Context: an optimization exercise on an open-source flow, tuned for small area, a short achievable clock period and few clock cycles per item. The choices shown serve that exercise and are no tape-out recipe.
Function was checked by simulation only, so behaviour that the tests miss may differ from the original.
Power and IR drop assume default switching activity.

<file path="flow/design.v">
module gf_engine (
    input  wire        clk,
    input  wire        rst,         
    input  wire        fa_we,
    input  wire [12:0] fa_wdata,
    input  wire        fb_we,
    input  wire [12:0] fb_wdata,
    output wire [12:0] fa,
    output wire [12:0] fb,
    output wire [12:0] fr,
    input  wire        cmd_valid,
    input  wire [31:0] cmd_word,
    output wire [7:0]  status
);
    reg [12:0] fa_r;
    reg [12:0] fb_r;
    reg [12:0] fr_r;
    reg        done_r;          
    reg        err_r;           
    assign fa     = fa_r;
    assign fb     = fb_r;
    assign fr     = fr_r;
    assign status = {3'b000, err_r, err_r, 1'b0, done_r, 1'b0};
    wire [12:0] fa4;
    gf_engine_sq2 u_sq2 (.a(fa_r), .y(fa4));
    wire [12:0] opa;
    gf_engine_sel u_sel (.s0(cmd_word[0]), .a0(fa_r), .s1(cmd_word[1]), .a1(fa4), .y(opa));
    wire [168:0] mcol;
    gf_engine_mcols u_mcols (.b(fb_r), .m(mcol));
    wire [12:0] prod;
    genvar gi, gk;
    generate
        for (gk = 0; gk < 13; gk = gk + 1) begin : g_row
            wire [12:0] m;
            for (gi = 0; gi < 13; gi = gi + 1) begin : g_m
                assign m[gi] = mcol[13*gi + gk];
            end
            gf_engine_dot13 u_dot (.m(m), .a(opa), .y(prod[gk]));
        end
    endgenerate
    wire cmd_hi0     = (cmd_word[31:2] == 30'd0);
    wire is_gfmul    = cmd_hi0 && (cmd_word[1:0] == 2'b01);
    wire is_gfsq2mul = cmd_hi0 && (cmd_word[1:0] == 2'b10);
    wire legal       = is_gfmul | is_gfsq2mul;
    wire [12:0] fa_next;
    wire [12:0] fb_next;
    wire [12:0] fr_next;
    gf_engine_upd u_upd_fa (.rst(rst), .we(fa_we), .d(fa_wdata), .q(fa_r), .y(fa_next));
    gf_engine_upd u_upd_fb (.rst(rst), .we(fb_we), .d(fb_wdata), .q(fb_r), .y(fb_next));
    gf_engine_upd u_upd_fr (.rst(rst), .we(cmd_valid & legal), .d(prod), .q(fr_r), .y(fr_next));
    always @(posedge clk) begin
        fa_r <= fa_next;
        fb_r <= fb_next;
        fr_r <= fr_next;
        if (rst) begin
            done_r <= 1'b0;
            err_r  <= 1'b0;
        end else if (cmd_valid) begin
            done_r <= legal;
            err_r  <= !legal;
        end
    end
endmodule
module gf_engine_sq2 (
    input  wire [12:0] a,
    output wire [12:0] y
);
    wire g0;
    wire g1;
    wire g2;
    wire g3;
    wire g4;
    wire g5;
    wire g6;
    wire g7;
    gf_engine_xor2 u_g0 (.a(a[9]), .b(a[11]), .y(g0));
    gf_engine_xor2 u_g1 (.a(a[8]), .b(a[10]), .y(g1));
    gf_engine_xor2 u_g2 (.a(g0), .b(g1), .y(g2));
    gf_engine_xor2 u_g3 (.a(a[7]), .b(a[12]), .y(g3));
    gf_engine_xor2 u_g4 (.a(a[10]), .b(a[12]), .y(g4));
    gf_engine_xor2 u_g5 (.a(a[4]), .b(a[6]), .y(g5));
    gf_engine_xor2 u_g6 (.a(g1), .b(a[11]), .y(g6));
    gf_engine_xor2 u_g7 (.a(g0), .b(a[5]), .y(g7));
    wire h0;
    gf_engine_xor2 u_h0 (.a(a[0]), .b(a[11]), .y(h0));
    wire h1;
    gf_engine_xor2 u_h1 (.a(g4), .b(h0), .y(h1));
    assign y[0] = h1;
    wire h2;
    gf_engine_xor2 u_h2 (.a(a[11]), .b(a[6]), .y(h2));
    wire h3;
    gf_engine_xor2 u_h3 (.a(a[8]), .b(h2), .y(h3));
    assign y[1] = h3;
    wire h4;
    gf_engine_xor2 u_h4 (.a(g3), .b(g6), .y(h4));
    assign y[2] = h4;
    wire h5;
    gf_engine_xor2 u_h5 (.a(g0), .b(g5), .y(h5));
    assign y[3] = h5;
    wire h6;
    gf_engine_xor2 u_h6 (.a(a[1]), .b(a[7]), .y(h6));
    wire h7;
    gf_engine_xor2 u_h7 (.a(g5), .b(h6), .y(h7));
    wire h8;
    gf_engine_xor2 u_h8 (.a(g2), .b(h7), .y(h8));
    assign y[4] = h8;
    assign y[5] = g2;
    wire h9;
    gf_engine_xor2 u_h9 (.a(g5), .b(g6), .y(h9));
    assign y[6] = h9;
    wire h10;
    gf_engine_xor2 u_h10 (.a(a[4]), .b(g7), .y(h10));
    assign y[7] = h10;
    wire h11;
    gf_engine_xor2 u_h11 (.a(a[2]), .b(a[5]), .y(h11));
    wire h12;
    gf_engine_xor2 u_h12 (.a(g3), .b(h11), .y(h12));
    wire h13;
    gf_engine_xor2 u_h13 (.a(g2), .b(h12), .y(h13));
    assign y[8] = h13;
    wire h14;
    gf_engine_xor2 u_h14 (.a(g0), .b(g4), .y(h14));
    assign y[9] = h14;
    wire h15;
    gf_engine_xor2 u_h15 (.a(g3), .b(g7), .y(h15));
    assign y[10] = h15;
    wire h16;
    gf_engine_xor2 u_h16 (.a(a[5]), .b(a[6]), .y(h16));
    wire h17;
    gf_engine_xor2 u_h17 (.a(g4), .b(h16), .y(h17));
    assign y[11] = h17;
    wire h18;
    gf_engine_xor2 u_h18 (.a(a[12]), .b(a[3]), .y(h18));
    wire h19;
    gf_engine_xor2 u_h19 (.a(a[6]), .b(h18), .y(h19));
    wire h20;
    gf_engine_xor2 u_h20 (.a(g2), .b(h19), .y(h20));
    assign y[12] = h20;
endmodule
module gf_engine_sel (
    input  wire        s0,
    input  wire [12:0] a0,
    input  wire        s1,
    input  wire [12:0] a1,
    output wire [12:0] y
);
    assign y = ({13{s0}} & a0) | ({13{s1}} & a1);
endmodule
module gf_engine_mcols (
    input  wire [12:0]  b,
    output wire [168:0] m
);
    wire [12:0] col [0:12];
    assign col[0] = b;
    genvar gi;
    generate
        for (gi = 1; gi < 13; gi = gi + 1) begin : g_col
            assign col[gi] = {col[gi-1][11:0], 1'b0}
                           ^ {8'd0, col[gi-1][12], col[gi-1][12], 1'b0, col[gi-1][12], col[gi-1][12]};
        end
        for (gi = 0; gi < 13; gi = gi + 1) begin : g_out
            assign m[13*gi +: 13] = col[gi];
        end
    endgenerate
endmodule
module gf_engine_dot13 (
    input  wire [12:0] m,
    input  wire [12:0] a,
    output wire        y
);
    assign y = ^(m & a);
endmodule
module gf_engine_xor2 (
    input  wire a,
    input  wire b,
    output wire y
);
    assign y = a ^ b;
endmodule
module gf_engine_upd (
    input  wire        rst,
    input  wire        we,
    input  wire [12:0] d,
    input  wire [12:0] q,
    output wire [12:0] y
);
    assign y = rst ? 13'd0 : (we ? d : q);
endmodule
</file>
<file path="flow/flow/run.sh">
#!/bin/bash
# Own layout flow: the standard flow (standard.sh), with two changes to
# how the layout is made:
#  * the port buffers that the standard flow inserts on every input and
#    output are sky130_fd_sc_hd__buf_1 instead of the default choice
#    (the resizer may still upsize them where timing needs it);
#  * the 3-input XOR/XNOR cells are added to the platform's don't-use list,
#    so that synthesis builds the XOR trees from faster 2-input cells.
# Everything else (synthesis script, floorplan, power grid, tap cells,
# placement, CTS, routing) is the standard flow unchanged.
set -euo pipefail
cd "$(dirname "$0")/.."

PLATFORM_DONT_USE="sky130_fd_sc_hd__probe_p_8 sky130_fd_sc_hd__probec_p_8 \
sky130_fd_sc_hd__lpflow_bleeder_1 sky130_fd_sc_hd__lpflow_clkbufkapwr_1 \
sky130_fd_sc_hd__lpflow_clkbufkapwr_16 sky130_fd_sc_hd__lpflow_clkbufkapwr_2 \
sky130_fd_sc_hd__lpflow_clkbufkapwr_4 sky130_fd_sc_hd__lpflow_clkbufkapwr_8 \
sky130_fd_sc_hd__lpflow_clkinvkapwr_1 sky130_fd_sc_hd__lpflow_clkinvkapwr_16 \
sky130_fd_sc_hd__lpflow_clkinvkapwr_2 sky130_fd_sc_hd__lpflow_clkinvkapwr_4 \
sky130_fd_sc_hd__lpflow_clkinvkapwr_8 sky130_fd_sc_hd__lpflow_decapkapwr_12 \
sky130_fd_sc_hd__lpflow_decapkapwr_3 sky130_fd_sc_hd__lpflow_decapkapwr_4 \
sky130_fd_sc_hd__lpflow_decapkapwr_6 sky130_fd_sc_hd__lpflow_decapkapwr_8 \
sky130_fd_sc_hd__lpflow_inputiso0n_1 sky130_fd_sc_hd__lpflow_inputiso0p_1 \
sky130_fd_sc_hd__lpflow_inputiso1n_1 sky130_fd_sc_hd__lpflow_inputiso1p_1 \
sky130_fd_sc_hd__lpflow_inputisolatch_1 sky130_fd_sc_hd__lpflow_isobufsrc_1 \
sky130_fd_sc_hd__lpflow_isobufsrc_16 sky130_fd_sc_hd__lpflow_isobufsrc_2 \
sky130_fd_sc_hd__lpflow_isobufsrc_4 sky130_fd_sc_hd__lpflow_isobufsrc_8 \
sky130_fd_sc_hd__lpflow_isobufsrckapwr_16 \
sky130_fd_sc_hd__lpflow_lsbuf_lh_hl_isowell_tap_1 \
sky130_fd_sc_hd__lpflow_lsbuf_lh_hl_isowell_tap_2 \
sky130_fd_sc_hd__lpflow_lsbuf_lh_hl_isowell_tap_4 \
sky130_fd_sc_hd__lpflow_lsbuf_lh_isowell_4 \
sky130_fd_sc_hd__lpflow_lsbuf_lh_isowell_tap_1 \
sky130_fd_sc_hd__lpflow_lsbuf_lh_isowell_tap_2 \
sky130_fd_sc_hd__lpflow_lsbuf_lh_isowell_tap_4"
EXTRA_DONT_USE="sky130_fd_sc_hd__xor3_1 sky130_fd_sc_hd__xor3_2 sky130_fd_sc_hd__xor3_4 \
sky130_fd_sc_hd__xnor3_1 sky130_fd_sc_hd__xnor3_2 sky130_fd_sc_hd__xnor3_4"

bash standard.sh finish \
    "DONT_USE_CELLS=$PLATFORM_DONT_USE $EXTRA_DONT_USE" \
    "BUFFER_PORTS_ARGS=-buffer_cell sky130_fd_sc_hd__buf_1" \
    > flow_make.log 2>&1
</file>
<file path="flow/standard.sh">
#!/bin/bash
# synth_recipe.tcl (not shown) runs the flow's synth.tcl, then flattens the netlist and writes it again
# the make line also repeats each setting of config.mk as NAME=value (left out here)
make -C /OpenROAD-flow-scripts/flow DESIGN_CONFIG=/design/flow/config.mk WORK_HOME=/design/flow/orfs CLKGATE_MAP_FILE= SYNTH_SCRIPT=/design/flow/synth_recipe.tcl "${@:-finish}"
</file>
<file path="flow/config.mk">
export PLATFORM = sky130hd
export DESIGN_NAME = gf_engine
export DESIGN_NICKNAME = gf_engine
export VERILOG_FILES = /design/flow/design.v
export SDC_FILE = /design/flow/constraint.sdc
export NUM_CORES = 4
export LEC_CHECK = 0
export CAP_MARGIN = 20
export CORE_MARGIN = 2
export CORE_UTILIZATION = 40
export CTS_BUF_LIST = sky130_fd_sc_hd__clkbuf_8
export PLACE_DENSITY = 0.6
export SETUP_SLACK_MARGIN = 2.6
export SLEW_MARGIN = 20
export SYNTH_HIERARCHICAL = 1
export SYNTH_MINIMUM_KEEP_SIZE = 0
</file>
<file path="flow/constraint.sdc">
create_clock -name core_clock -period 5.0 [get_ports {clk}]
set_input_delay 1.0000 -clock core_clock [delete_from_list [all_inputs] [get_ports {clk}]]
set_output_delay 1.0000 -clock core_clock [all_outputs]
set_load 0.01 [all_outputs]
</file>
==> results.ini, run 1 <==
[routing]
drt_pass1_iterations=8
avgViaCountPerCell=4.72
drt_wl_total_um=12800
route.detailed.drc=0
vias=4112
ant_nets=0
wl_per_cell_um=14.7
drt_iter0_markers=302

[global_route]
grt-ovfl-total=0
grt_pass1_wl_um=20300
grt_pass1_vias=3870
antenna_found_initial=0
grt_start_max_net_pins=42
track_usage=0.172

[setup_path]
crit_chain=xor2_4 -> buf_12 -> xor2_4 -> buf_6 -> buf_4 -> a22o_4 -> nand2_1 -> xor2_1 -> xnor2_1 -> xnor2_1 -> xnor2_1 -> mux2i_1 -> nor2_1
crit_slowest_cell=dfxtp_4
path_max_fanout=13
cp-start-kind=flip-flop
cp.arrival_ps=2680
slowest_delay_ps=370
crit_required_ps=5180
endpoint_kind=flip-flop
crit_type=reg -> reg
crit_top_cell=xnor2_1

[synth]
synthDistinctLibCells=25
synthArstFlopShare=0
synth_seq_cells=41
post-synth-top-count-cell=nand2_1
synth_edf_count=0
synthFlopType=dfxtp_1
synth_area_mm2=0.00556
synth-seq-area-share=0.148
avgSynthCellArea_um2=7.73
synth_largest_area_cell=xnor2_1
synth_warnings=8
syn_inst=719
synth_top_area_share=0.232
synth_area_leaders=xnor2_1, buf_4, dfxtp_1
yosys-top-cells-count=nand2_1, buf_4, xnor2_1

[timing]
fmax_mhz=400
rsz0062_at_grt=yes
relSlewSlack=0.399
tns_ps=0
hold_violations=0
maxSlewViolCount=0
finalSetupViolations=0
period_share=0.500
tightest_slew_ps=901
fin_crit_ps=2500
finClkSkew_ps=7.25

[final_layout]
syn_to_final_growth_pct=3.56
stdcell_count=871
drive_above_1_share=0.155
fillers=1370
n_antenna_cell=0
nets=753

[floorplan]
row_count=43
coreArea_mm2=0.0137
die_y_um=122
top_level_ports=110
die_area_mm2=0.0149
initial_core_util=0.405
die_w_um=122

[place]
placed_cells=840
port_buffers=104
globalplace.congestion=0.832
hpwl_um=8270

[cts]
cts.path.max_buffers=2
cts-root-buf=clkbuf_8
h-tree-depth=2
clkTransAtPathRegs_ps=90
cts_sinks=41
numCtsBuffers=5
clk_latency_ps=310
cts_tree=done

[status]
outcome=timing/DRC/antenna clean

[power_and_ir_drop]
total_power_mw=1.69
p_int_mw=0.982
p_seq_frac=0.225
p_clk_frac=0.167
swShare=0.420
combPwrFrac=0.608
ir_worst_vdd_uv=113
switchingPower_mw=0.710
power_leakage_nw=2.04
powerDensity_mw_per_mm2=294

[worst_hold_path]
min_path_type=reg -> reg

[run]
max_cap_viol_count=0

-- state kept, by name, indices dropped and copies added, names as in the netlist --
register	cells
fb_r	13
fr_r	13
err_r	1
fa_r	13
done_r	1
-- power groups by stage --
stage                     combinational [mW]  sequential (mW)  clock [mW]
after floorplan                        0.949            0.376           0
after global placement                 0.866            0.384           0
after detailed placement               0.874            0.384           0
after CTS                              0.958            0.380       0.291
after global routing                    1.12            0.384       0.302
final                                   1.03            0.381       0.282
-- logic make-up (layout without fill, tap and decap cells) --
logic type,after synthesis,count (layout),synth area share
XOR/XNOR,226,226,0.359
AND/OR/NAND/NOR,223,223,0.161
buffers and inverters,175,138,0.238
flip-flops,41,41,0.148
multiplexers,39,39,0.0702
AO/OA/AOI/OAI,14,19,0.0230
other,1,5,0.000675
-- cell usage in the layout (no fill, tap or decap), drive strengths merged, types with 3 or more instances in the layout --
master,netlist,layout
a22o,13,18
buf,164,122
clkbuf,4,6
conb,1,5
dfxtp,41,41
inv,7,8
mux2i,39,39
nand2,170,170
nor2,40,40
nor3,3,3
nor4,6,6
xnor2,147,147
xor2,79,79
-- metal layers --
| metal | global-route usage | vias to the layer above | share of wire |
|---|---|---|---|
| li1 | - | 2020 | - |
| met1 | 0.226 | 1914 | 0.44 |
| met2 | 0.292 | 153 | 0.47 |
| met3 | 0.0267 | 25 | 0.063 |
| met4 | 0.0460 | 0 | 0.022 |
| met5 | 0 | - | 0 |
-- worst max-delay path: cells and delay by family, from the launching register on --
family / cells / cell delay (ps)
xor+xnor: 6 / 1000
buf+inv: 3 / 400
flops: 1 / 370
compound gates: 1 / 290
simple gates: 2 / 160
mux: 1 / 130
-- worst paths after layout --
check	startpoint	end	slack, ps	depth (start not counted)
max	fa_r[9]$_DFF_P_	fr_r[3]$_DFF_P_	2500	13
min	fr_r[5]$_DFF_P_	fr_r[5]$_DFF_P_	500	2
min reg2reg	fr_r[5]$_DFF_P_	fr_r[5]$_DFF_P_	500	2
max reg2reg	fa_r[9]$_DFF_P_	fr_r[3]$_DFF_P_	2500	13
-- per-stage QoR --
step | setup slack (ps) | area, µm² | utilization | hold slack [ps]
global route | 2340 | 5760 | 0.420 | 532
global placement | 1850 | 4960 | 0.362 | 477
finish | 2500 | 5760 | 0.420 | 502
detailed placement | 1790 | 4960 | 0.362 | 484
floorplan | 2610 | 5640 | - | 482
CTS | 2550 | 5500 | 0.401 | 512
-- Yosys stat by module (local to each module, per instance) --
module / times used / area [µm²] / cells
gf_engine_dot13: 13 / 154 / 25
gf_engine_xor2: 29 / 8.76 / 1
gf_engine_upd: 3 / 214 / 29
gf_engine_sel: 1 / 140 / 15
gf_engine_mcols: 1 / 1400 / 183
gf_engine_sq2: 1 / 97.6 / 13
gf_engine: 1 / 1020 / 67
-- area by class of cell --
| cell class | count | area, µm² | area share |
|---|---|---|---|
| clock buffer | 5 | 68.8 | 0.0120 |
| sequential | 41 | 860 | 0.149 |
| tap | 180 | 225 | 0.0391 |
| clock inverter | 3 | 42.5 | 0.00739 |
| multi-input combinational | 512 | 3960 | 0.688 |
| timing repair buffer | 123 | 571 | 0.0991 |
| inverter | 7 | 26.3 | 0.00457 |
-- repair_timing --
action,CTS,global route
hold buffers,0,0
gates resized for setup,65,23
setup endpoints to repair,13,13
endpoints found under the hold margin,0,0
pin swaps,23,24
gates cloned,3,2
buffers inserted,11,7
Testbench counts, summed over its fixed seeds: cycles 4,800, ops 2,400.
==> run 2: changes to the inputs <==
--- a/flow/config.mk
+++ b/flow/config.mk
@@ -10,7 +10,7 @@
 export CORE_UTILIZATION = 40
 export CTS_BUF_LIST = sky130_fd_sc_hd__clkbuf_8
 export PLACE_DENSITY = 0.6
-export SETUP_SLACK_MARGIN = 2.6
+export SETUP_SLACK_MARGIN = 2.2
 export SLEW_MARGIN = 20
 export SYNTH_HIERARCHICAL = 1
 export SYNTH_MINIMUM_KEEP_SIZE = 0
==> results.ini, run 2 <==
[timing]
maxSlewViolCount=0
fmax_mhz=384
whs_ps=500
hold_violations=0
period_share=0.521
relSlewSlack=0.413
finalWorstSetupSlack_ps=2390
finClkSkew_ps=7.18
rsz0062_at_grt=no
tightest_slew_ps=880
finalSetupViolations=0
tns_ps=0
fin_crit_ps=2610

[power_and_ir_drop]
ir_worst_vdd_uv=144
power_leakage_nw=1.81
combPwrFrac=0.569
p_clk_frac=0.187
powerDensity_mw_per_mm2=300
swShare=0.416
p_seq_frac=0.244
switchingPower_mw=0.647
p_int_mw=0.908

[floorplan]
die_y_um=122
row_count=43
coreArea_mm2=0.0137
die_area_mm2=0.0149
die_w_um=122
top_level_ports=110
initial_core_util=0.405

[global_route]
grt_pass1_wl_um=18600
track_usage=0.156
grt_start_max_net_pins=42
antenna_found_initial=0
grt_pass1_vias=3737
grt-ovfl-total=0

[routing]
drt_wl_total_um=11200
drt_pass1_iterations=4
vias=3816
avgViaCountPerCell=4.50
ant_nets=0
drt_iter0_markers=169
wl_per_cell_um=13.2
route.detailed.drc=0

[synth]
synth_largest_area_cell=xnor2_1
synth_warnings=8
synthDistinctLibCells=25
synth_area_mm2=0.00556
yosys-top-cells-count=nand2_1, buf_4, xnor2_1
synthArstFlopShare=0
avgSynthCellArea_um2=7.73
synth_top_area_share=0.232
synth_edf_count=0
synth_seq_cells=41
synth_area_leaders=xnor2_1, buf_4, dfxtp_1
synthFlopType=dfxtp_1
syn_inst=719
synth-seq-area-share=0.148
post-synth-top-count-cell=nand2_1

[run]
max_cap_viol_count=0

[status]
outcome=timing/DRC/antenna clean

[setup_path]
endpoint_kind=flip-flop
cp.arrival_ps=2780
cp-start-kind=flip-flop
crit_required_ps=5170
crit_chain=xor2_4 -> xor2_1 -> xor2_1 -> a22o_4 -> nand2_1 -> xor2_1 -> xnor2_1 -> xnor2_1 -> xnor2_1 -> mux2i_1 -> nor2_1
crit_slowest_cell=dfxtp_2
crit_type=reg -> reg
slowest_delay_ps=470
path_max_fanout=13

[final_layout]
nets=730
seq_area_um2=835
stdcell_count=848
multi_input_area_mm2=0.00358
most-common-layout-cells=nand2_1, xnor2_1, buf_1
reg_top3=fa_r (13), fb_r (13), fr_r (13)
syn_to_final_growth_pct=-6.69
final_area_mm2=0.00519
fillers=1462
final_common_cell=nand2_1
n_antenna_cell=0
drive_above_1_share=0.0838

[place]
dp_slack_ps=1830
port_buffers=104
globalplace.congestion=0.843
placed_cells=840
placed_area_mm2=0.00490
hpwl_um=8310

[cts]
clkTransAtPathRegs_ps=90
numCtsBuffers=5
cts-root-buf=clkbuf_8
cts_tree=done
cts.path.max_buffers=2
h-tree-depth=2
holdBufCountCts=0
cts_sinks=41
clk_latency_ps=310

[worst_hold_path]
min_path_type=reg -> reg

## run 2: cell counts after synthesis
No cell type changed its count.
## run 2: layout make-up
cell class	instances	share of cell area
clock inverters	3	0.00893
clock buffers	5	0.0133
flip-flops and latches	41	0.161
inverters	7	0.00507
repair buffers	105	0.0774
multi-input cells	507	0.691
well taps	180	0.0434
## run 2: kinds of logic after synthesis
group           after synthesis  synth area share
xor+xnor                    226             0.359
simple gates                223             0.161
buf+inv                     175             0.238
flops                        41             0.148
mux                          39            0.0702
compound gates               14            0.0230
other cells                   1          0.000675
## run 2: power groups by stage
stage	Clock, mW	Sequential [mW]	Combinational [mW]
final	0.290	0.379	0.885
after global routing	0.311	0.383	0.974
after CTS	0.300	0.375	0.875
after detailed placement	0	0.382	0.867
after global placement	0	0.383	0.857
after floorplan	0	0.375	0.943
## run 2: through the flow
step | power [mW] | utilization
after floorplan | 1.32 | -
after global routing | 1.67 | 0.378
after global placement | 1.24 | 0.357
final | 1.56 | 0.378
after CTS | 1.55 | 0.368
after detailed placement | 1.25 | 0.357
## run 2: final timing paths
path	startpoint	end	slack, ps	depth (start not counted)
max	fa_r[11]$_DFF_P_	fr_r[3]$_DFF_P_	2390	11
min	fr_r[7]$_DFF_P_	fr_r[7]$_DFF_P_	500	2
max reg2reg	fa_r[11]$_DFF_P_	fr_r[3]$_DFF_P_	2390	11
min reg2reg	fr_r[7]$_DFF_P_	fr_r[7]$_DFF_P_	500	2
## run 2: Yosys stat by module (local to each module, per instance)
module           cells inside  flip-flops and latches  copies in the design  cell area, µm²
gf_engine                  67                      41                     1            1020
gf_engine_dot13            25                       0                    13             154
gf_engine_mcols           183                       0                     1            1400
gf_engine_sel              15                       0                     1             140
gf_engine_sq2              13                       0                     1            97.6
gf_engine_upd              29                       0                     3             214
gf_engine_xor2              1                       0                    29            8.76
## run 2: metal layers
layer / GRT usage / vias to the layer above / routed length, µm
li1: - / 1970 / -
met1: 0.208 / 1742 / 5430
met2: 0.258 / 88 / 5110
met3: 0.0201 / 16 / 475
met4: 0.0532 / 0 / 219
met5: 0 / - / 0
## run 2: worst max-delay path: cells and delay by family (launching register included)
kind / cells / cell delay (ps)
AOI/OAI and AO/OA: 1 / 230
xor gates and xnor gates: 7 / 1500
DFF: 1 / 470
muxes: 1 / 140
and+or+nand+nor: 2 / 140
## run 2: timing repair
item | 4_1_cts | 5_1_grt
setup endpoints to repair | 13 | 13
pin swaps | 1 | 1
resized for setup | 12 | 29
endpoints found under the hold margin | 0 | 0
setup buffers | 0 | 0
==> run 3: changes to the inputs <==
--- a/flow/config.mk
+++ b/flow/config.mk
@@ -7,10 +7,10 @@
 export LEC_CHECK = 0
 export CAP_MARGIN = 20
 export CORE_MARGIN = 2
-export CORE_UTILIZATION = 40
+export CORE_UTILIZATION = 60
 export CTS_BUF_LIST = sky130_fd_sc_hd__clkbuf_8
-export PLACE_DENSITY = 0.6
-export SETUP_SLACK_MARGIN = 2.2
+export PLACE_DENSITY = 0.8
+export SETUP_SLACK_MARGIN = 2.4
 export SLEW_MARGIN = 20
 export SYNTH_HIERARCHICAL = 1
 export SYNTH_MINIMUM_KEEP_SIZE = 0
==> results.ini, run 3 <==
[floorplan]
row_count=35
top_level_ports=110
initial_core_util=0.610
die_y_um=100
coreArea_mm2=0.00911
die_area_mm2=0.0100
die_w_um=100

[synth]
syn_inst=719
synthDistinctLibCells=25
yosys-top-cells-count=nand2_1, buf_4, xnor2_1
avgSynthCellArea_um2=7.73
synth_warnings=8
synth_top_area_share=0.232
synth_area_mm2=0.00556
synth_area_leaders=xnor2_1, buf_4, dfxtp_1
synthFlopType=dfxtp_1
synth_edf_count=0
synthArstFlopShare=0
synth-seq-area-share=0.148
post-synth-top-count-cell=nand2_1
synth_seq_cells=41
synth_largest_area_cell=xnor2_1

[cts]
h-tree-depth=2
clkTransAtPathRegs_ps=90
cts_sinks=41
clk_latency_ps=310
numCtsBuffers=5
cts.path.max_buffers=2
cts_tree=done
cts-root-buf=clkbuf_8

[final_layout]
syn_to_final_growth_pct=-1.85
multi_input_area_mm2=0.00381
final_area_mm2=0.00546
most-common-layout-cells=nand2_1, xnor2_1, buf_1
final_common_cell=nand2_1
seq_area_um2=861
drive_above_1_share=0.132
fillers=712
nets=746
n_antenna_cell=0
reg_top3=fa_r (13), fb_r (13), fr_r (13)

[status]
outcome=timing/DRC/antenna clean

[timing]
rsz0062_at_grt=no
whs_ps=498
tns_ps=0
period_share=0.531
finalSetupViolations=0
maxSlewViolCount=0
hold_violations=0
relSlewSlack=0.405
fmax_mhz=377
finClkSkew_ps=12.4
fin_crit_ps=2650
tightest_slew_ps=892

[global_route]
grt_pass1_vias=3948
grt_pass1_wl_um=19000
grt_start_max_net_pins=42
grt-ovfl-total=0
antenna_found_initial=0
track_usage=0.234

[routing]
drt_wl_total_um=13500
drt_pass1_iterations=6
drt_iter0_markers=416
route.detailed.drc=0
wl_per_cell_um=17.0
ant_nets=0
avgViaCountPerCell=5.54
vias=4401

[setup_path]
cp.arrival_ps=2830
path_max_fanout=13
cp-start-kind=flip-flop
reg2reg_to=fr_r[12]$_DFF_P_
worstReg2RegStart=fa_r[11]$_DFF_P_
worstRegToRegCells=12
critical-path-top-delay-family=XOR/XNOR gates
path_buf_inv=1
crit_type=reg -> reg
cp.depth=12
crit_required_ps=5180
slowest_delay_ps=410
r2r_slack_ps=2350
crit_slowest_cell=dfxtp_4
endpoint_kind=flip-flop
crit_chain=xor2_4 -> buf_4 -> xor2_2 -> xor2_1 -> a22o_4 -> nand2_1 -> xor2_1 -> xnor2_1 -> xnor2_1 -> xnor2_1 -> mux2i_1 -> nor2_1
crit_top_cell=xnor2_1

[worst_hold_path]
min_path_type=reg -> reg
holdPathEnd=fr_r[10]$_DFF_P_
min_path_cells=2
hold_start=fr_r[10]$_DFF_P_

[power_and_ir_drop]
powerDensity_mw_per_mm2=294
power_leakage_nw=1.95
ir_worst_vdd_uv=178
total_power_mw=1.60

[place]
globalplace.congestion=0.881
hpwl_um=8450
placed_area_mm2=0.00484
port_buffers=104

[run]
max_cap_viol_count=0

run 3: cell count changes in the layout (fill, tap and decap cells not counted), sizes merged:
cell      before  now
buf          102  117
a22o          13   15
clkbuf         8    7
clkinvlp       1    2
bufinv         1    0
inv            7    8
clkinv         1    0
run 3: Yosys stat by module (local to each module, per instance):
module           flops+latches  times used  area [µm²]  cells inside
gf_engine_dot13              0          13         154            25
gf_engine_upd                0           3         214            29
gf_engine_sq2                0           1        97.6            13
gf_engine_sel                0           1         140            15
gf_engine_mcols              0           1        1400           183
gf_engine                   41           1        1020            67
gf_engine_xor2               0          29        8.76             1
run 3: power by group:
group	internal (mW)	switching [mW]
Combinational	0.462	0.531
Clock	0.0966	0.131
Sequential	0.339	0.0415
run 3: timing repair:
item                       CTS  global route
pin swaps                    1            13
setup endpoints to repair   13            13
hold buffers                 0             0
gates resized for setup     24            58
setup buffers                0            13
gates cloned                 0             2
run 3: routing by layer:
| layer | GRT usage | share of wire | vias to the layer above |
|---|---|---|---|
| met3 | 0.0390 | 0.10 | 57 |
| met4 | 0.0854 | 0.040 | 0 |
| li1 | - | - | 2001 |
| met5 | 0 | 0 | - |
| met2 | 0.416 | 0.48 | 295 |
| met1 | 0.282 | 0.38 | 2048 |
run 3: worst reg2reg max path, delay by kind of cell, from the launching register on:
family / cells / cell delay (ps)
flops: 1 / 410
xor+xnor: 7 / 1420
mux: 1 / 140
compound gates: 1 / 240
buf+inv: 1 / 160
simple gates: 2 / 160
run 3: metrics by stage:
| stage | utilization | worst slack (ps) | std cells |
|---|---|---|---|
| final | 0.599 | 2350 | 795 |
| after global placement | 0.531 | 1940 | 772 |
| after floorplan | - | 2460 | 723 |
| after detailed placement | 0.531 | 1840 | 772 |
| after global routing | 0.599 | 2290 | 795 |
| after CTS | 0.552 | 2360 | 780 |
run 3: cell type report:
cell class / count / share of cell area
clock buffers: 5 / 0.0126
clock inverters: 3 / 0.00344
inverters: 7 / 0.00482
multi-input cells: 509 / 0.699
flip-flops and latches: 41 / 0.158
well taps: 111 / 0.0255
repair buffers: 119 / 0.0966
run 3: how the worst max path moves through the flow:
| stage | from | to | slack, ps |
|---|---|---|---|
| after floorplan | fa_r[10]$_DFF_P_ | fr_r[4]$_DFF_P_ | 2460 |
| after global placement | cmd_word[0] | fr_r[1]$_DFF_P_ | 1940 |
| after detailed placement | cmd_word[0] | fr_r[0]$_DFF_P_ | 1840 |
| after CTS | fb_r[12]$_DFF_P_ | fr_r[3]$_DFF_P_ | 2360 |
| after global routing | fa_r[11]$_DFF_P_ | fr_r[12]$_DFF_P_ | 2290 |
| final | fa_r[11]$_DFF_P_ | fr_r[12]$_DFF_P_ | 2350 |
run 3: logic make-up (layout without fill, tap and decap cells):
| family | after synthesis | in the layout | synth area share |
|---|---|---|---|
| flops | 41 | 41 | 0.148 |
| compound gates | 14 | 16 | 0.0230 |
| xor+xnor | 226 | 226 | 0.359 |
| other cells | 1 | 5 | 0.000675 |
| simple gates | 223 | 223 | 0.161 |
| buf+inv | 175 | 134 | 0.238 |
| mux | 39 | 39 | 0.0702 |
==> run 4: changes to the inputs <==
--- a/flow/config.mk
+++ b/flow/config.mk
@@ -7,9 +7,9 @@
 export LEC_CHECK = 0
 export CAP_MARGIN = 20
 export CORE_MARGIN = 2
-export CORE_UTILIZATION = 60
+export CORE_UTILIZATION = 40
 export CTS_BUF_LIST = sky130_fd_sc_hd__clkbuf_8
-export PLACE_DENSITY = 0.8
+export PLACE_DENSITY = 0.6
 export SETUP_SLACK_MARGIN = 2.4
 export SLEW_MARGIN = 20
 export SYNTH_HIERARCHICAL = 1
==> results.ini, run 4 <==
[final_layout]
drive_above_1_share=0.124
nets=742
most-common-layout-cells=nand2_1, xnor2_1, buf_1
syn_to_final_growth_pct=-2.00
stdcell_count=860
final_common_cell=nand2_1
final_area_mm2=0.00545
reg_top3=fa_r (13), fb_r (13), fr_r (13)
n_antenna_cell=0

[synth]
post-synth-top-count-cell=nand2_1
synthArstFlopShare=0
avgSynthCellArea_um2=7.73
syn_inst=719
yosys-top-cells-count=nand2_1, buf_4, xnor2_1
synth-seq-area-share=0.148
synth_top_area_share=0.232
synth_largest_area_cell=xnor2_1
synth_warnings=8
synthDistinctLibCells=25
synth_seq_cells=41
synth_area_mm2=0.00556
synth_area_leaders=xnor2_1, buf_4, dfxtp_1
synth_edf_count=0
synthFlopType=dfxtp_1

[cts]
cts_tree=done
cts-root-buf=clkbuf_8
cts_sinks=41
numCtsBuffers=5
clkTransAtPathRegs_ps=90
h-tree-depth=2
cts.path.max_buffers=2
clk_latency_ps=320
holdBufCountCts=0

[place]
port_buffers=104
placed_cells=840
globalplace.congestion=0.821
hpwl_um=8280
placed_area_mm2=0.00492

[routing]
wl_met1_um=5390
wl_met3_um=576
wl_met2_um=5460
ant_nets=0
drt_iter0_markers=236
wl_per_cell_um=13.4
route.detailed.drc=0
top_layer=met4
drt_wl_total_um=11500
avgViaCountPerCell=4.52
drt_pass1_iterations=4
vias=3884

[setup_path]
path_max_fanout=6
cp-start-kind=flip-flop
cp.arrival_ps=2650
worstRegToRegCells=11
crit_required_ps=5170
worstReg2RegStart=fa_r[9]$_DFF_P_
crit_type=reg -> reg
r2r_slack_ps=2520
crit_start=fa_r[9]$_DFF_P_
endpoint_kind=flip-flop
reg2reg_to=fr_r[11]$_DFF_P_

[global_route]
track_usage=0.157
grt-ovfl-total=0
grt_start_max_net_pins=42
grt_pass1_vias=3684
grt_pass1_wl_um=18700
antenna_found_initial=0

[power_and_ir_drop]
total_power_mw=1.54
ir_worst_vdd_uv=150
powerDensity_mw_per_mm2=283
power_leakage_nw=1.92

[timing]
rsz0062_at_grt=yes
tns_ps=0
fin_crit_ps=2480
finalSetupViolations=0
period_share=0.495
hold_violations=0
relSlewSlack=0.405
tightest_slew_ps=892
finClkSkew_ps=13.4
fmax_mhz=404
maxSlewViolCount=0

[floorplan]
top_level_ports=110
row_count=43
die_w_um=122
initial_core_util=0.405
coreArea_mm2=0.0137
die_y_um=122
die_area_mm2=0.0149

[worst_hold_path]
holdPathEnd=fr_r[10]$_DFF_P_
min_path_type=reg -> reg
min_path_cells=2
hold_start=fr_r[10]$_DFF_P_

[run]
max_cap_viol_count=0

[status]
outcome=timing/DRC/antenna clean

## run 4: where the power goes
part	internal, mW	leakage (nW)	total (mW)	switching (mW)
clock network	0.0966	0.0416	0.233	0.136
registers	0.340	0.343	0.380	0.0402
logic	0.447	1.54	0.930	0.483
total	0.883	1.92	1.54	0.660
## run 4: cells by family (layout without fill, tap and decap cells)
kind of cell | after synthesis | count (layout) | share of synthesized area
multiplexers | 39 | 39 | 0.0702
flip-flops | 41 | 41 | 0.148
XOR/XNOR | 226 | 226 | 0.359
AO/OA/AOI/OAI | 14 | 15 | 0.0230
AND/OR/NAND/NOR | 223 | 223 | 0.161
other | 1 | 5 | 0.000675
buffers and inverters | 175 | 131 | 0.238
## run 4: how the worst max path moves through the flow
stage	endpoint	slack (ps)	cells after the start
floorplan	fr_r[4]$_DFF_P_	2460	12
finish	fr_r[11]$_DFF_P_	2520	11
detailed placement	fr_r[9]$_DFF_P_	1790	9
global placement	fr_r[9]$_DFF_P_	1820	9
global route	fr_r[10]$_DFF_P_	2340	11
CTS	fr_r[9]$_DFF_P_	2390	11
## run 4: area by class of cell
cell class              count  area [µm²]
repair buffers            116         484
fillers                  1415        8270
clock inverters             3        18.8
clock buffers               5        68.8
flip-flops and latches     41         855
multi-input cells         508        3770
well taps                 180         225
inverters                   7        26.3
## run 4: critical path, cell delays in order, from the launching register on
cell     delay (ps)
dfxtp_4         400
xor2_4          270
xor2_4          250
xor2_2          260
a22o_2          270
nand2_1          90
xnor2_1         200
xnor2_1         160
xnor2_1         160
xnor2_1          90
mux2i_1         130
nor2_1           50
## run 4: stage by stage
step	util	setup slack (ps)	hold slack (ps)
2_1_floorplan	-	2460	482
3_3_place_gp	0.358	1820	479
3_5_place_dp	0.358	1790	482
4_1_cts	0.374	2390	507
5_1_grt	0.397	2340	524
6_report	0.397	2520	503
## run 4: Yosys stat by module (local to each module, per instance)
module	flip-flops and latches	area, µm²
gf_engine	41	1020
gf_engine_dot13	0	154
gf_engine_sq2	0	97.6
gf_engine_sel	0	140
gf_engine_mcols	0	1400
gf_engine_xor2	0	8.76
gf_engine_upd	0	214
## run 4: per-layer routing
metal | vias to the layer above | track usage
met2 | 102 | 0.266
met3 | 7 | 0.0211
li1 | 1987 | -
met1 | 1788 | 0.208
met5 | - | 0
met4 | 0 | 0.0445
## run 4: what timing repair did
item	4_1_cts	5_1_grt
resized for setup	29	42
buffers inserted	0	11
gates cloned	0	1
pin swaps	1	8
endpoints found under the setup margin	13	13
==> run 5: changes to the inputs <==
==> flow/config.mk (replaced) <==
export PLATFORM = sky130hd
export DESIGN_NAME = gf_engine
export DESIGN_NICKNAME = gf_engine
export VERILOG_FILES = /design/flow/design.v
export SDC_FILE = /design/flow/constraint.sdc
export NUM_CORES = 4
export LEC_CHECK = 0
export CAP_MARGIN = 0
export CORE_MARGIN = 2
export CORE_UTILIZATION = 40
export CTS_BUF_LIST = sky130_fd_sc_hd__clkbuf_8
export PLACE_DENSITY = 0.6
export SETUP_SLACK_MARGIN = 2.3
export SLEW_MARGIN = 0
export SYNTH_HIERARCHICAL = 1
export SYNTH_MINIMUM_KEEP_SIZE = 0
==> results.ini, run 5 <==
[floorplan]
coreArea_mm2=0.0137
die_area_mm2=0.0149
row_count=43
die_y_um=122
die_w_um=122
initial_core_util=0.405
top_level_ports=110

[synth]
post-synth-top-count-cell=nand2_1
synth_top_area_share=0.232
synthArstFlopShare=0
synthDistinctLibCells=25
syn_inst=719
synth_area_leaders=xnor2_1, buf_4, dfxtp_1
synthFlopType=dfxtp_1
synth_largest_area_cell=xnor2_1
synth-seq-area-share=0.148
avgSynthCellArea_um2=7.73
synth_area_mm2=0.00556
synth_edf_count=0
synth_warnings=8
yosys-top-cells-count=nand2_1, buf_4, xnor2_1
synth_seq_cells=41

[timing]
whs_ps=499
tightest_slew_ps=905
fmax_mhz=391
finClkSkew_ps=8.41
hold_violations=0
rsz0062_at_grt=no
period_share=0.512
maxSlewViolCount=0
tns_ps=0
finalSetupViolations=0
finalWorstSetupSlack_ps=2440
relSlewSlack=0.397
fin_crit_ps=2560

[routing]
drt_pass1_iterations=5
wl_per_cell_um=13.4
avgViaCountPerCell=4.52
drt_iter0_markers=284
route.detailed.drc=0
drt_wl_total_um=11400
vias=3838
ant_nets=0

[setup_path]
cp.arrival_ps=2740
crit_start=fa_r[10]$_DFF_P_
path_max_fanout=13
worstReg2RegStart=fa_r[10]$_DFF_P_
crit_type=reg -> reg
endpoint_kind=flip-flop
crit_required_ps=5180
cp-start-kind=flip-flop

[power_and_ir_drop]
total_power_mw=1.56
ir_worst_vdd_uv=167
power_leakage_nw=1.82
powerDensity_mw_per_mm2=297

[cts]
cts.path.max_buffers=2
cts-root-buf=clkbuf_8
clkTransAtPathRegs_ps=90
clk_latency_ps=310
h-tree-depth=2
cts_tree=done
cts_sinks=41
holdBufCountCts=0
numCtsBuffers=5

[place]
globalplace.congestion=0.879
hpwl_um=8230
placed_cells=840
port_buffers=104
dp_slack_ps=1800

[global_route]
grt-ovfl-total=0
grt_pass1_vias=3542
grt_start_max_net_pins=42
grt_pass1_wl_um=18400
track_usage=0.155
antenna_found_initial=0

[final_layout]
final_common_cell=nand2_1
syn_to_final_growth_pct=-5.36
most-common-layout-cells=nand2_1, xnor2_1, buf_1
reg_top3=fa_r (13), fb_r (13), fr_r (13)
drive_above_1_share=0.0940
stdcell_count=850
n_antenna_cell=0
nets=732

[run]
max_cap_viol_count=0

[status]
outcome=timing/DRC/antenna clean

[worst_hold_path]
min_path_type=reg -> reg
hold_start=fr_r[5]$_DFF_P_

==> run 5: worst paths after layout <==
check | endpoint | slack (ps) | cells after the start
worst min register to register | fr_r[5]$_DFF_P_ | 500 | 2
worst max register to register | fr_r[0]$_DFF_P_ | 2440 | 11
worst min-delay path | fr_r[5]$_DFF_P_ | 500 | 2
worst max-delay path | fr_r[0]$_DFF_P_ | 2440 | 11
==> run 5: timing repair <==
action                                  in CTS  in global routing
gates cloned                                 0                  0
gates resized for setup                     17                 33
endpoints found under the setup margin      13                 13
setup buffers                                0                  2
pin swaps                                    1                  1
==> run 5: cell type report <==
class | instances | area [µm²]
well taps | 180 | 225
inverters | 7 | 26.3
clock inverters | 3 | 46.3
clock buffers | 5 | 68.8
flip-flops and latches | 41 | 841
fillers | 1421 | 8460
repair buffers | 107 | 417
multi-input cells | 507 | 3640
==> run 5: report_power, final <==
group / total [mW] / internal (mW) / switching [mW]
registers: 0.381 / 0.341 / 0.0400
clock network: 0.287 / 0.150 / 0.138
logic: 0.896 / 0.425 / 0.470
total: 1.56 / 0.915 / 0.648
==> run 5: modules after synthesis (local to each module, per instance) <==
module,flip-flops and latches,times used
gf_engine,41,1
gf_engine_dot13,0,13
gf_engine_mcols,0,1
gf_engine_sel,0,1
gf_engine_sq2,0,1
gf_engine_upd,0,3
gf_engine_xor2,0,29
==> run 5: logic make-up (layout without fill, tap and decap cells) <==
family	Yosys count	after routing	share of synthesized area
mux	39	39	0.0702
other cells	1	5	0.000675
flops	41	41	0.148
buf+inv	175	122	0.238
simple gates	223	223	0.161
xor+xnor	226	226	0.359
compound gates	14	14	0.0230
==> run 5: layer usage <==
metal | part of all wire | global-route usage | vias up
met2 | 0.46 | 0.256 | 103
met5 | 0 | 0 | -
met1 | 0.48 | 0.211 | 1753
met4 | 0.013 | 0.0424 | 0
li1 | - | - | 1972
met3 | 0.050 | 0.0197 | 10
==> run 5: stage by stage <==
stage / utilization / area [µm²]
floorplan: - / 5580
global placement: 0.358 / 4910
detailed placement: 0.358 / 4910
CTS: 0.371 / 5090
global route: 0.383 / 5260
finish: 0.383 / 5260
==> run 5: worst max-delay path, cell delays in order (launching register included) <==
cell	delay (ps)
dfxtp_2	480
xor2_4	280
xor2_2	210
xor2_1	240
a22o_4	230
nand2_1	80
xor2_1	180
xnor2_1	140
xnor2_1	280
xnor2_1	100
mux2i_1	140
nor2_1	50
==> run 6: changes to the inputs <==
--- a/flow/config.mk
+++ b/flow/config.mk
@@ -10,7 +10,7 @@
 export CORE_UTILIZATION = 40
 export CTS_BUF_LIST = sky130_fd_sc_hd__clkbuf_8
 export PLACE_DENSITY = 0.6
-export SETUP_SLACK_MARGIN = 2.3
+export SETUP_SLACK_MARGIN = 2.0
 export SLEW_MARGIN = 0
 export SYNTH_HIERARCHICAL = 1
 export SYNTH_MINIMUM_KEEP_SIZE = 0
==> results.ini, run 6 <==
[cts]
cts_tree=done
numCtsBuffers=5
h-tree-depth=2
clkTransAtPathRegs_ps=90
post-cts-setup-buffers=0
cts-root-buf=clkbuf_8
cts_sinks=41
cts.path.max_buffers=2
clk_latency_ps=310

[floorplan]
initial_core_util=0.405
die_area_mm2=0.0149
coreArea_mm2=0.0137
top_level_ports=110
row_count=43
die_w_um=122
die_y_um=122

[power_and_ir_drop]
power_leakage_nw=1.77
powerDensity_mw_per_mm2=303
ir_worst_vdd_uv=143
total_power_mw=1.54

[setup_path]
path_max_fanout=14
crit_chain=buf_1 -> a22o_1 -> nand2_1 -> xnor2_1 -> xnor2_1 -> xnor2_1 -> mux2i_1 -> nor2_1
crit_slowest_cell=a22o_1
crit_top_cell=xnor2_1
crit_type=in -> reg
worstRegToRegCells=11
crit_required_ps=5180
critical-path-top-delay-family=compound AO/OA/AOI/OAI gates
endpoint_kind=flip-flop
cp-start-kind=input pin
path_buf_inv=1
cp.depth=8
slowest_delay_ps=630
cp.arrival_ps=2910

[final_layout]
final_common_cell=nand2_1
fillers=1480
drive_above_1_share=0.0539
seq_area_um2=822
reg_top3=fa_r (13), fb_r (13), fr_r (13)
most-common-layout-cells=nand2_1, xnor2_1, buf_1
nets=730
multi_input_area_mm2=0.00348
n_antenna_cell=0
syn_to_final_growth_pct=-8.73

[timing]
fmax_mhz=365
relSlewSlack=0.424
hold_violations=0
whs_ps=500
rsz0062_at_grt=yes
finClkSkew_ps=8.71
finalSetupViolations=0
maxSlewViolCount=0
tns_ps=0
fin_crit_ps=2740
period_share=0.548
tightest_slew_ps=865

[place]
globalplace.congestion=0.843
port_buffers=104
hpwl_um=8310

[routing]
route.detailed.drc=0
avgViaCountPerCell=4.48
drt_pass1_iterations=4
vias=3798
ant_nets=0
drt_wl_total_um=11100
drt_iter0_markers=141
wl_per_cell_um=13.1

[worst_hold_path]
min_path_type=reg -> reg
min_path_cells=2

[global_route]
antenna_found_initial=0
track_usage=0.156
grt_pass1_vias=3738
grt_start_max_net_pins=42
grt-ovfl-total=0
grt_pass1_wl_um=18600

[synth]
synth_edf_count=0
synth_largest_area_cell=xnor2_1
avgSynthCellArea_um2=7.73
synth_area_mm2=0.00556
post-synth-top-count-cell=nand2_1
synth_top_area_share=0.232
syn_inst=719
synthFlopType=dfxtp_1
synth-seq-area-share=0.148
synth_warnings=8
synth_area_leaders=xnor2_1, buf_4, dfxtp_1
synthDistinctLibCells=25
synthArstFlopShare=0
synth_seq_cells=41
yosys-top-cells-count=nand2_1, buf_4, xnor2_1

[run]
max_cap_viol_count=0

[status]
outcome=timing/DRC/antenna clean

run 6: layer usage:
| metal | wire [µm] | track usage | up-vias | part of all wire |
|---|---|---|---|---|
| li1 | - | - | 1965 | - |
| met1 | 5350 | 0.208 | 1732 | 0.48 |
| met2 | 5080 | 0.258 | 86 | 0.46 |
| met3 | 462 | 0.0192 | 15 | 0.042 |
| met4 | 208 | 0.0532 | 0 | 0.019 |
| met5 | 0 | 0 | - | 0 |
run 6: layout make-up:
type                            count  area share
Sequential cell                    41       0.162
Tap cell                          180      0.0444
Multi-Input combinational cell    507       0.687
Clock inverter                      3     0.00913
Inverter                            7     0.00518
Clock buffer                        5      0.0136
Timing Repair Buffer              105      0.0787
run 6: stage by stage:
stage	area, µm²	setup WS [ps]	util	cells
6_report	5070	2260	0.370	848
5_1_grt	5070	2000	0.370	848
4_1_cts	5020	2000	0.366	848
3_5_place_dp	4900	1830	0.357	840
3_3_place_gp	4900	1830	0.357	840
2_1_floorplan	5570	2230	-	723
run 6: path summary, 6_finish.rpt:
| kind | to | slack, ps | start |
|---|---|---|---|
| worst max-delay path | fr_r[3]$_DFF_P_ | 2260 | cmd_word[0] |
| worst min-delay path | fr_r[7]$_DFF_P_ | 500 | fr_r[7]$_DFF_P_ |
| worst max register to register | fr_r[11]$_DFF_P_ | 2280 | fa_r[10]$_DFF_P_ |
| worst min register to register | fr_r[7]$_DFF_P_ | 500 | fr_r[7]$_DFF_P_ |
run 6: power by group:
part	switching, mW	internal [mW]
registers	0.0352	0.339
clock network	0.140	0.150
logic	0.463	0.409
total	0.638	0.898
run 6: tightest hold or removal path: stages, from the launching register on:
cell and delay (ps):
dfxtp_1 340, mux2i_1 60, nor2_1 70
run 6: Yosys stat by module, one instance, submodules excluded:
module	times used	cell area [µm²]
gf_engine_dot13	13	154
gf_engine	1	1020
gf_engine_xor2	29	8.76
gf_engine_upd	3	214
gf_engine_mcols	1	1400
gf_engine_sq2	1	97.6
gf_engine_sel	1	140
run 6: what timing repair did:
item / CTS / global route
endpoints found under the setup margin: 13 / 13
gates cloned: 0 / 0
hold buffers: 0 / 0
gates resized for setup: 3 / 13
pin swaps: 0 / 0
run 6: cell families (layout without fill, tap and decap cells):
family,count (synthesis),count (layout),share of synthesized area
XOR/XNOR,226,226,0.359
AND/OR/NAND/NOR,223,223,0.161
buffers and inverters,175,120,0.238
flip-flops,41,41,0.148
multiplexers,39,39,0.0702
AO/OA/AOI/OAI,14,14,0.0230
other,1,5,0.000675
==> run 7: changes to the inputs <==
--- a/flow/config.mk
+++ b/flow/config.mk
@@ -10,7 +10,8 @@
 export CORE_UTILIZATION = 40
 export CTS_BUF_LIST = sky130_fd_sc_hd__clkbuf_8
 export PLACE_DENSITY = 0.6
-export SETUP_SLACK_MARGIN = 2.0
+export SETUP_SLACK_MARGIN = 2.5
 export SLEW_MARGIN = 0
 export SYNTH_HIERARCHICAL = 1
 export SYNTH_MINIMUM_KEEP_SIZE = 0
+export TNS_END_PERCENT = 5
==> results.ini, run 7 <==
[status]
outcome=timing/DRC/antenna clean

[routing]
ant_nets=0
route.detailed.drc=0
wl_per_cell_um=14.1
drt_wl_total_um=12100
avgViaCountPerCell=4.58
drt_iter0_markers=245
drt_pass1_iterations=4
vias=3942

[global_route]
grt_pass1_wl_um=18900
track_usage=0.159
met3_usage=0.0239
grt_pass1_vias=3662
busiest_layer=met2
grt_start_max_net_pins=42
antenna_found_initial=0
globalRouteMet2Util=0.273
grtUsageMet1=0.209
grt-ovfl-total=0

[power_and_ir_drop]
combPwrFrac=0.596
p_int_mw=0.949
p_clk_frac=0.171
switchingPower_mw=0.681
swShare=0.418
p_seq_frac=0.233
powerDensity_mw_per_mm2=294
ir_worst_vdd_uv=127
power_leakage_nw=1.95

[floorplan]
top_level_ports=110
die_y_um=122
initial_core_util=0.405
row_count=43
die_w_um=122
coreArea_mm2=0.0137
die_area_mm2=0.0149

[timing]
finalWorstSetupSlack_ps=2480
relSlewSlack=0.387
fmax_mhz=397
hold_violations=0
rsz0062_at_grt=yes
fin_crit_ps=2520
finClkSkew_ps=6.95
maxSlewViolCount=0
tightest_slew_ps=919
tns_ps=0
period_share=0.504
finalSetupViolations=0
whs_ps=502

[setup_path]
cp-start-kind=flip-flop
crit_required_ps=5170
endpoint_kind=flip-flop
cp.arrival_ps=2690
crit_type=reg -> reg
path_max_fanout=7

[final_layout]
final_common_cell=nand2_1
nets=742
multi_input_area_mm2=0.00384
drive_above_1_share=0.125
most-common-layout-cells=nand2_1, xnor2_1, buf_1
fillers=1418
final_area_mm2=0.00555
n_antenna_cell=0
reg_top3=fa_r (13), fb_r (13), fr_r (13)
seq_area_um2=860
syn_to_final_growth_pct=-0.135

[cts]
clkTransAtPathRegs_ps=90
cts.path.max_buffers=2
cts-root-buf=clkbuf_8
h-tree-depth=2
cts_tree=done
clk_latency_ps=310
numCtsBuffers=5
cts_sinks=41

[synth]
synth_area_mm2=0.00556
synth_seq_cells=41
synthFlopType=dfxtp_1
synth_largest_area_cell=xnor2_1
synth_area_leaders=xnor2_1, buf_4, dfxtp_1
synth_edf_count=0
synth_top_area_share=0.232
synthArstFlopShare=0
synthDistinctLibCells=25
yosys-top-cells-count=nand2_1, buf_4, xnor2_1
post-synth-top-count-cell=nand2_1
synth_warnings=8
avgSynthCellArea_um2=7.73
syn_inst=719
synth-seq-area-share=0.148

[place]
globalplace.congestion=0.877
dp_slack_ps=1830
hpwl_um=8410
port_buffers=104
placed_area_mm2=0.00493

[run]
max_cap_viol_count=0

[worst_hold_path]
min_path_type=reg -> reg

run 7: per-layer routing:
| metal | wire length (µm) | part of all wire |
|---|---|---|
| met5 | 0 | 0 |
| met4 | 85 | 0.0070 |
| met3 | 748 | 0.062 |
| met2 | 5700 | 0.47 |
| met1 | 5560 | 0.46 |
run 7: per-module statistics from Yosys (local to each module, per instance):
module / cells inside / copies in the design / flops+latches
gf_engine_upd: 29 / 3 / 0
gf_engine_sq2: 13 / 1 / 0
gf_engine_mcols: 183 / 1 / 0
gf_engine_sel: 15 / 1 / 0
gf_engine_xor2: 1 / 29 / 0
gf_engine: 67 / 1 / 41
gf_engine_dot13: 25 / 13 / 0
run 7: worst paths after layout:
path | start | endpoint | slack, ps | cells after the start
max | fa_r[9]$_DFF_P_ | fr_r[5]$_DFF_P_ | 2480 | 12
min | fr_r[9]$_DFF_P_ | fr_r[9]$_DFF_P_ | 500 | 2
max reg2reg | fa_r[9]$_DFF_P_ | fr_r[5]$_DFF_P_ | 2480 | 12
min reg2reg | fr_r[9]$_DFF_P_ | fr_r[9]$_DFF_P_ | 500 | 2
run 7: layout make-up:
type | instances | share of cell area
repair buffers | 114 | 0.0877
clock inverters | 3 | 0.00766
well taps | 180 | 0.0406
inverters | 7 | 0.00473
multi-input cells | 510 | 0.692
clock buffers | 5 | 0.0124
flip-flops and latches | 41 | 0.155
run 7: power groups by stage:
| stage | Clock [mW] | Sequential, mW | Combinational [mW] |
|---|---|---|---|
| final | 0.278 | 0.381 | 0.971 |
| after global routing | 0.298 | 0.384 | 1.06 |
| after CTS | 0.289 | 0.380 | 0.894 |
| after detailed placement | 0 | 0.383 | 0.867 |
| after global placement | 0 | 0.383 | 0.859 |
| after floorplan | 0 | 0.376 | 0.945 |
run 7: repair_timing:
action | in CTS | in global routing
gates cloned | 0 | 3
hold buffers | 0 | 0
pin swaps | 2 | 8
endpoints found under the setup margin | 13 | 13
buffers inserted | 0 | 9
resized for setup | 43 | 35
run 7: critical path, stage by stage, from the launching register on:
cell and delay, ps:
dfxtp_4 370, xor2_4 190, buf_12 140, xor2_4 340
xor2_4 230, a22o_4 240, nand2_1 90, xnor2_1 200
xnor2_1 160, xnor2_1 160, xnor2_1 90, mux2i_1 130
nor2_1 50
run 7: through the flow:
step / std cells / utilization / power, mW
after global placement: 840 / 0.360 / 1.24
after detailed placement: 840 / 0.360 / 1.25
after floorplan: 723 / - / 1.32
final: 860 / 0.405 / 1.63
after global routing: 860 / 0.405 / 1.74
after CTS: 848 / 0.381 / 1.56
run 7: cells by family (layout without fill, tap and decap cells):
kind of cell    after synthesis  count (layout)  synth area share
compound gates               14              17            0.0230
xor+xnor                    226             226             0.359
buf+inv                     175             129             0.238
flops                        41              41             0.148
mux                          39              39            0.0702
other cells                   1               5          0.000675
simple gates                223             223             0.161
==> run 8: changes to the inputs <==
--- a/flow/config.mk
+++ b/flow/config.mk
@@ -10,7 +10,7 @@
 export CORE_UTILIZATION = 40
 export CTS_BUF_LIST = sky130_fd_sc_hd__clkbuf_8
 export PLACE_DENSITY = 0.6
-export SETUP_SLACK_MARGIN = 2.5
+export SETUP_SLACK_MARGIN = 2.3
 export SLEW_MARGIN = 0
 export SYNTH_HIERARCHICAL = 1
 export SYNTH_MINIMUM_KEEP_SIZE = 0
==> results.ini, run 8 <==
[power_and_ir_drop]
switchingPower_mw=0.647
p_clk_frac=0.184
swShare=0.414
ir_worst_vdd_uv=167
combPwrFrac=0.573
powerDensity_mw_per_mm2=298
power_leakage_nw=1.82
p_int_mw=0.914
total_power_mw=1.56
p_seq_frac=0.243

[synth]
post-synth-top-count-cell=nand2_1
avgSynthCellArea_um2=7.73
synthDistinctLibCells=25
synth_top_area_share=0.232
synth_area_mm2=0.00556
synth_seq_cells=41
synthFlopType=dfxtp_1
synth_warnings=8
synth-seq-area-share=0.148
yosys-top-cells-count=nand2_1, buf_4, xnor2_1
synth_area_leaders=xnor2_1, buf_4, dfxtp_1
syn_inst=719
synth_largest_area_cell=xnor2_1
synthArstFlopShare=0
synth_edf_count=0

[status]
outcome=timing/DRC/antenna clean

[global_route]
grt_pass1_wl_um=18400
track_usage=0.155
grt-ovfl-total=0
grt_pass1_vias=3542
grt_start_max_net_pins=42
antenna_found_initial=0

[final_layout]
fillers=1426
syn_to_final_growth_pct=-5.81
reg_top3=fa_r (13), fb_r (13), fr_r (13)
most-common-layout-cells=nand2_1, xnor2_1, buf_1
drive_above_1_share=0.0866
n_antenna_cell=0
final_common_cell=nand2_1
nets=732

[timing]
finalSetupViolations=0
rsz0062_at_grt=yes
fmax_mhz=392
tns_ps=0
tightest_slew_ps=904
relSlewSlack=0.397
maxSlewViolCount=0
period_share=0.510
finalWorstSetupSlack_ps=2450
finClkSkew_ps=8.74
hold_violations=0
fin_crit_ps=2550

[worst_hold_path]
min_path_type=reg -> reg
hold_start=fr_r[5]$_DFF_P_

[cts]
holdBufCountCts=0
cts_tree=done
clk_latency_ps=310
clkTransAtPathRegs_ps=90
cts-root-buf=clkbuf_8
cts_sinks=41
numCtsBuffers=5
h-tree-depth=2
cts.path.max_buffers=2

[floorplan]
initial_core_util=0.405
row_count=43
die_y_um=122
die_area_mm2=0.0149
coreArea_mm2=0.0137
top_level_ports=110
die_w_um=122

[place]
dp_slack_ps=1800
hpwl_um=8230
port_buffers=104
globalplace.congestion=0.879

[routing]
route.detailed.drc=0
ant_nets=0
drt_iter0_markers=250
drt_pass1_iterations=5
vias=3818
wl_per_cell_um=13.3
avgViaCountPerCell=4.49
drt_wl_total_um=11300

[setup_path]
cp-start-kind=flip-flop
crit_required_ps=5180
endpoint_kind=flip-flop
crit_type=reg -> reg
worstReg2RegStart=fa_r[10]$_DFF_P_
crit_start=fa_r[10]$_DFF_P_
cp.arrival_ps=2730
path_max_fanout=13

[run]
max_cap_viol_count=0

-- run 8: cell types whose count changed in the layout (fill, tap and decap cells not counted), moves of 2 or more --
cell / before / now
a22o_2: 3 / 8
xor2_2: 9 / 5
buf_4: 9 / 3
xor2_1: 62 / 70
clkbuf_4: 2 / 0
clkbuf_2: 1 / 3
xnor2_2: 9 / 5
a22o_4: 13 / 5
dfxtp_4: 7 / 1
xor2_4: 8 / 4
dfxtp_1: 24 / 29
xnor2_1: 138 / 142
-- run 8: per-layer routing --
| metal | track usage | share of wire | up-vias |
|---|---|---|---|
| li1 | - | - | 1971 |
| met1 | 0.211 | 0.47 | 1743 |
| met5 | 0 | 0 | - |
| met2 | 0.256 | 0.47 | 96 |
| met3 | 0.0197 | 0.050 | 8 |
| met4 | 0.0424 | 0.012 | 0 |
-- run 8: power groups by stage --
stage / sequential (mW) / clock, mW / combinational [mW]
6_report: 0.379 / 0.287 / 0.895
4_1_cts: 0.376 / 0.296 / 0.877
2_1_floorplan: 0.375 / 0 / 0.943
3_5_place_dp: 0.383 / 0 / 0.866
5_1_grt: 0.383 / 0.308 / 0.981
3_3_place_gp: 0.383 / 0 / 0.858
-- run 8: timing repair --
item / CTS / global route
pin swaps: 1 / 1
gates resized for setup: 16 / 29
setup buffers: 0 / 2
setup endpoints to repair: 13 / 13
-- run 8: metrics by stage --
stage | hold slack, ps | utilization | cell area [µm²] | std cells
finish | 500 | 0.382 | 5240 | 850
global route | 528 | 0.382 | 5240 | 850
global placement | 475 | 0.358 | 4910 | 840
detailed placement | 482 | 0.358 | 4910 | 840
floorplan | 482 | - | 5580 | 723
CTS | 508 | 0.371 | 5090 | 848
-- run 8: cell type report --
type                            count  area, µm²  area share
Tap cell                          180        225      0.0430
Inverter                            7       26.3     0.00502
Clock buffer                        5       68.8      0.0131
Timing Repair Buffer              107        417      0.0796
Multi-Input combinational cell    507       3610       0.690
Clock inverter                      3       46.3     0.00884
Sequential cell                    41        838       0.160
-- run 8: worst paths after layout --
kind,to,slack [ps],depth (start not counted)
max,fr_r[0]$_DFF_P_,2450,11
min,fr_r[5]$_DFF_P_,500,2
max reg2reg,fr_r[0]$_DFF_P_,2450,11
min reg2reg,fr_r[5]$_DFF_P_,500,2
-- run 8: cells by family (layout without fill, tap and decap cells) --
| group | Yosys count | count (layout) | share of synthesized area |
|---|---|---|---|
| XOR/XNOR | 226 | 226 | 0.359 |
| AND/OR/NAND/NOR | 223 | 223 | 0.161 |
| buffers and inverters | 175 | 122 | 0.238 |
| flip-flops | 41 | 41 | 0.148 |
| multiplexers | 39 | 39 | 0.0702 |
| AO/OA/AOI/OAI | 14 | 14 | 0.0230 |
| other | 1 | 5 | 0.000675 |
-- run 8: worst max-delay path, stage by stage (launching register included) --
cell	delay [ps]
dfxtp_2	470
xor2_4	270
xor2_2	220
xor2_1	250
a22o_4	240
nand2_1	80
xor2_1	180
xnor2_1	150
xnor2_1	280
xnor2_1	100
mux2i_1	140
nor2_1	50
-- run 8: Yosys stat by module, one instance, submodules excluded --
module	cell area (µm²)	cells
gf_engine_dot13	154	25
gf_engine_mcols	1400	183
gf_engine_sel	140	15
gf_engine	1020	67
gf_engine_xor2	8.76	1
gf_engine_sq2	97.6	13
gf_engine_upd	214	29
==> run 9: changes to the inputs <==
--- a/flow/config.mk
+++ b/flow/config.mk
@@ -9,6 +9,7 @@
 export CORE_MARGIN = 2
 export CORE_UTILIZATION = 40
 export CTS_BUF_LIST = sky130_fd_sc_hd__clkbuf_8
+export GPL_TIMING_DRIVEN = 0
 export PLACE_DENSITY = 0.6
 export SETUP_SLACK_MARGIN = 2.3
 export SLEW_MARGIN = 0
==> results.ini, run 9 <==
[status]
outcome=timing/DRC/antenna clean

[setup_path]
reg2reg_to=fr_r[6]$_DFF_P_
worstReg2RegStart=fb_r[11]$_DFF_P_
path_max_fanout=6
crit_start=fb_r[11]$_DFF_P_
crit_required_ps=5190
crit_type=reg -> reg
r2r_slack_ps=2460
cp-start-kind=flip-flop
cp-endpoint=fr_r[6]$_DFF_P_

[timing]
maxSlewViolCount=0
finClkSkew_ps=6.03
period_share=0.509
finalSetupViolations=0
tightest_slew_ps=745
fmax_mhz=393
fin_crit_ps=2540
hold_violations=0

[global_route]
grt_start_max_net_pins=15
grt_pass1_vias=4002
grt_pass1_wl_um=21100
grt-ovfl-total=0

[final_layout]
nets=909
final_common_cell=nand2_1
seq_area_um2=855
fillers=1363
most-common-layout-cells=nand2_1, buf_4, xnor2_1
reg_top3=fa_r (13), fb_r (13), fr_r (13)
drive_above_1_share=0.289

[routing]
wl_met1_um=6460
ant_nets=0
drt_iter0_markers=233
wl_met2_um=6680
drt_wl_total_um=13900
drt_pass1_iterations=4
avgViaCountPerCell=4.30
wl_per_cell_um=13.5
top_layer=met4
wl_met3_um=564
route.detailed.drc=0

[synth]
post-synth-top-count-cell=nand2_1
synth_seq_cells=41
synth_top_area_share=0.232
synth_area_leaders=xnor2_1, buf_4, dfxtp_1
synthFlopType=dfxtp_1
syn_inst=719
avgSynthCellArea_um2=7.73
synthArstFlopShare=0
synthDistinctLibCells=25
synth_edf_count=0
synth_largest_area_cell=xnor2_1

[floorplan]
coreArea_mm2=0.0137
die_area_mm2=0.0149
initial_core_util=0.405
top_level_ports=110

[power_and_ir_drop]
ir_worst_vdd_uv=169
total_power_mw=1.88
power_leakage_nw=2.79

[cts]
cts-root-buf=clkbuf_8
clkTransAtPathRegs_ps=90
numCtsBuffers=5
cts_sinks=41
cts_tree=done
clk_latency_ps=320
h-tree-depth=2
holdBufCountCts=0
cts.path.max_buffers=2

[place]
hpwl_um=9430
globalplace.congestion=0.811

[run]
max_cap_viol_count=0

[worst_hold_path]
min_path_type=reg -> reg

-- run 9: final cells by class --
type,count,area share
Buffer,168,0.191
Timing Repair Buffer,114,0.0698
Multi-Input combinational cell,509,0.561
Inverter,7,0.00385
Clock buffer,5,0.0101
Tap cell,180,0.0330
Clock inverter,3,0.00624
Sequential cell,41,0.125
-- run 9: power by group --
part	leakage, nW	total [mW]	internal [mW]	switching (mW)
clock	0.0595	0.281	0.148	0.133
sequential	0.343	0.379	0.339	0.0393
combinational	2.39	1.22	0.660	0.563
-- run 9: timing repair --
item,CTS,global route
pin swaps,1,7
gates cloned,0,2
setup buffers,0,12
gates resized for setup,38,39
endpoints found under the setup margin,13,13
hold endpoints to repair,0,0
-- run 9: layer usage --
| metal | global-route usage | up-vias |
|---|---|---|
| met5 | 0 | - |
| met4 | 0.0481 | 0 |
| met3 | 0.0272 | 11 |
| met2 | 0.315 | 81 |
| met1 | 0.239 | 2003 |
| li1 | - | 2319 |
-- run 9: per-stage QoR --
step	setup WS, ps	util	hold WS, ps	std cells	instance area (µm²)
floorplan	2310	-	482	723	5580
finish	2460	0.497	500	1027	6820
global placement	1780	0.451	474	1005	6190
CTS	2270	0.475	504	1013	6510
global route	2260	0.497	532	1027	6820
detailed placement	1750	0.451	481	1005	6190
-- run 9: cells by family (layout without fill, tap and decap cells) --
kind of cell / Yosys count / count (layout) / synth area share
buffers and inverters: 175 / 297 / 0.238
other: 1 / 5 / 0.000675
flip-flops: 41 / 41 / 0.148
AND/OR/NAND/NOR: 223 / 223 / 0.161
XOR/XNOR: 226 / 226 / 0.359
AO/OA/AOI/OAI: 14 / 16 / 0.0230
multiplexers: 39 / 39 / 0.0702
-- run 9: how the worst min path moves through the flow --
stage / startpoint / end / slack [ps] / depth (start not counted)
2_1_floorplan: err_r$_SDFFE_PP0P_ / err_r$_SDFFE_PP0P_ / 480 / 2
3_3_place_gp: fr_r[12]$_DFF_P_ / fr_r[12]$_DFF_P_ / 470 / 2
3_5_place_dp: fr_r[11]$_DFF_P_ / fr_r[11]$_DFF_P_ / 480 / 2
4_1_cts: fr_r[11]$_DFF_P_ / fr_r[11]$_DFF_P_ / 500 / 2
5_1_grt: fr_r[11]$_DFF_P_ / fr_r[11]$_DFF_P_ / 530 / 2
6_report: fr_r[11]$_DFF_P_ / fr_r[11]$_DFF_P_ / 500 / 2
-- run 9: modules after synthesis, one instance, submodules excluded --
module | copies in the design | area (µm²) | flip-flops and latches
gf_engine_sel | 1 | 140 | 0
gf_engine_dot13 | 13 | 154 | 0
gf_engine_mcols | 1 | 1400 | 0
gf_engine_xor2 | 29 | 8.76 | 0
gf_engine_upd | 3 | 214 | 0
gf_engine | 1 | 1020 | 41
gf_engine_sq2 | 1 | 97.6 | 0
-- run 9: critical path, cell delays in order (launching register included) --
cell and delay [ps]:
dfxtp_1 450, clkbuf_4 310, xor2_2 270, xor2_4 260, buf_4 190, buf_4 100, nand2_1 50, xor2_1 180
xnor2_1 190, xnor2_1 150, xnor2_1 90, mux2i_1 130, nor2_1 50
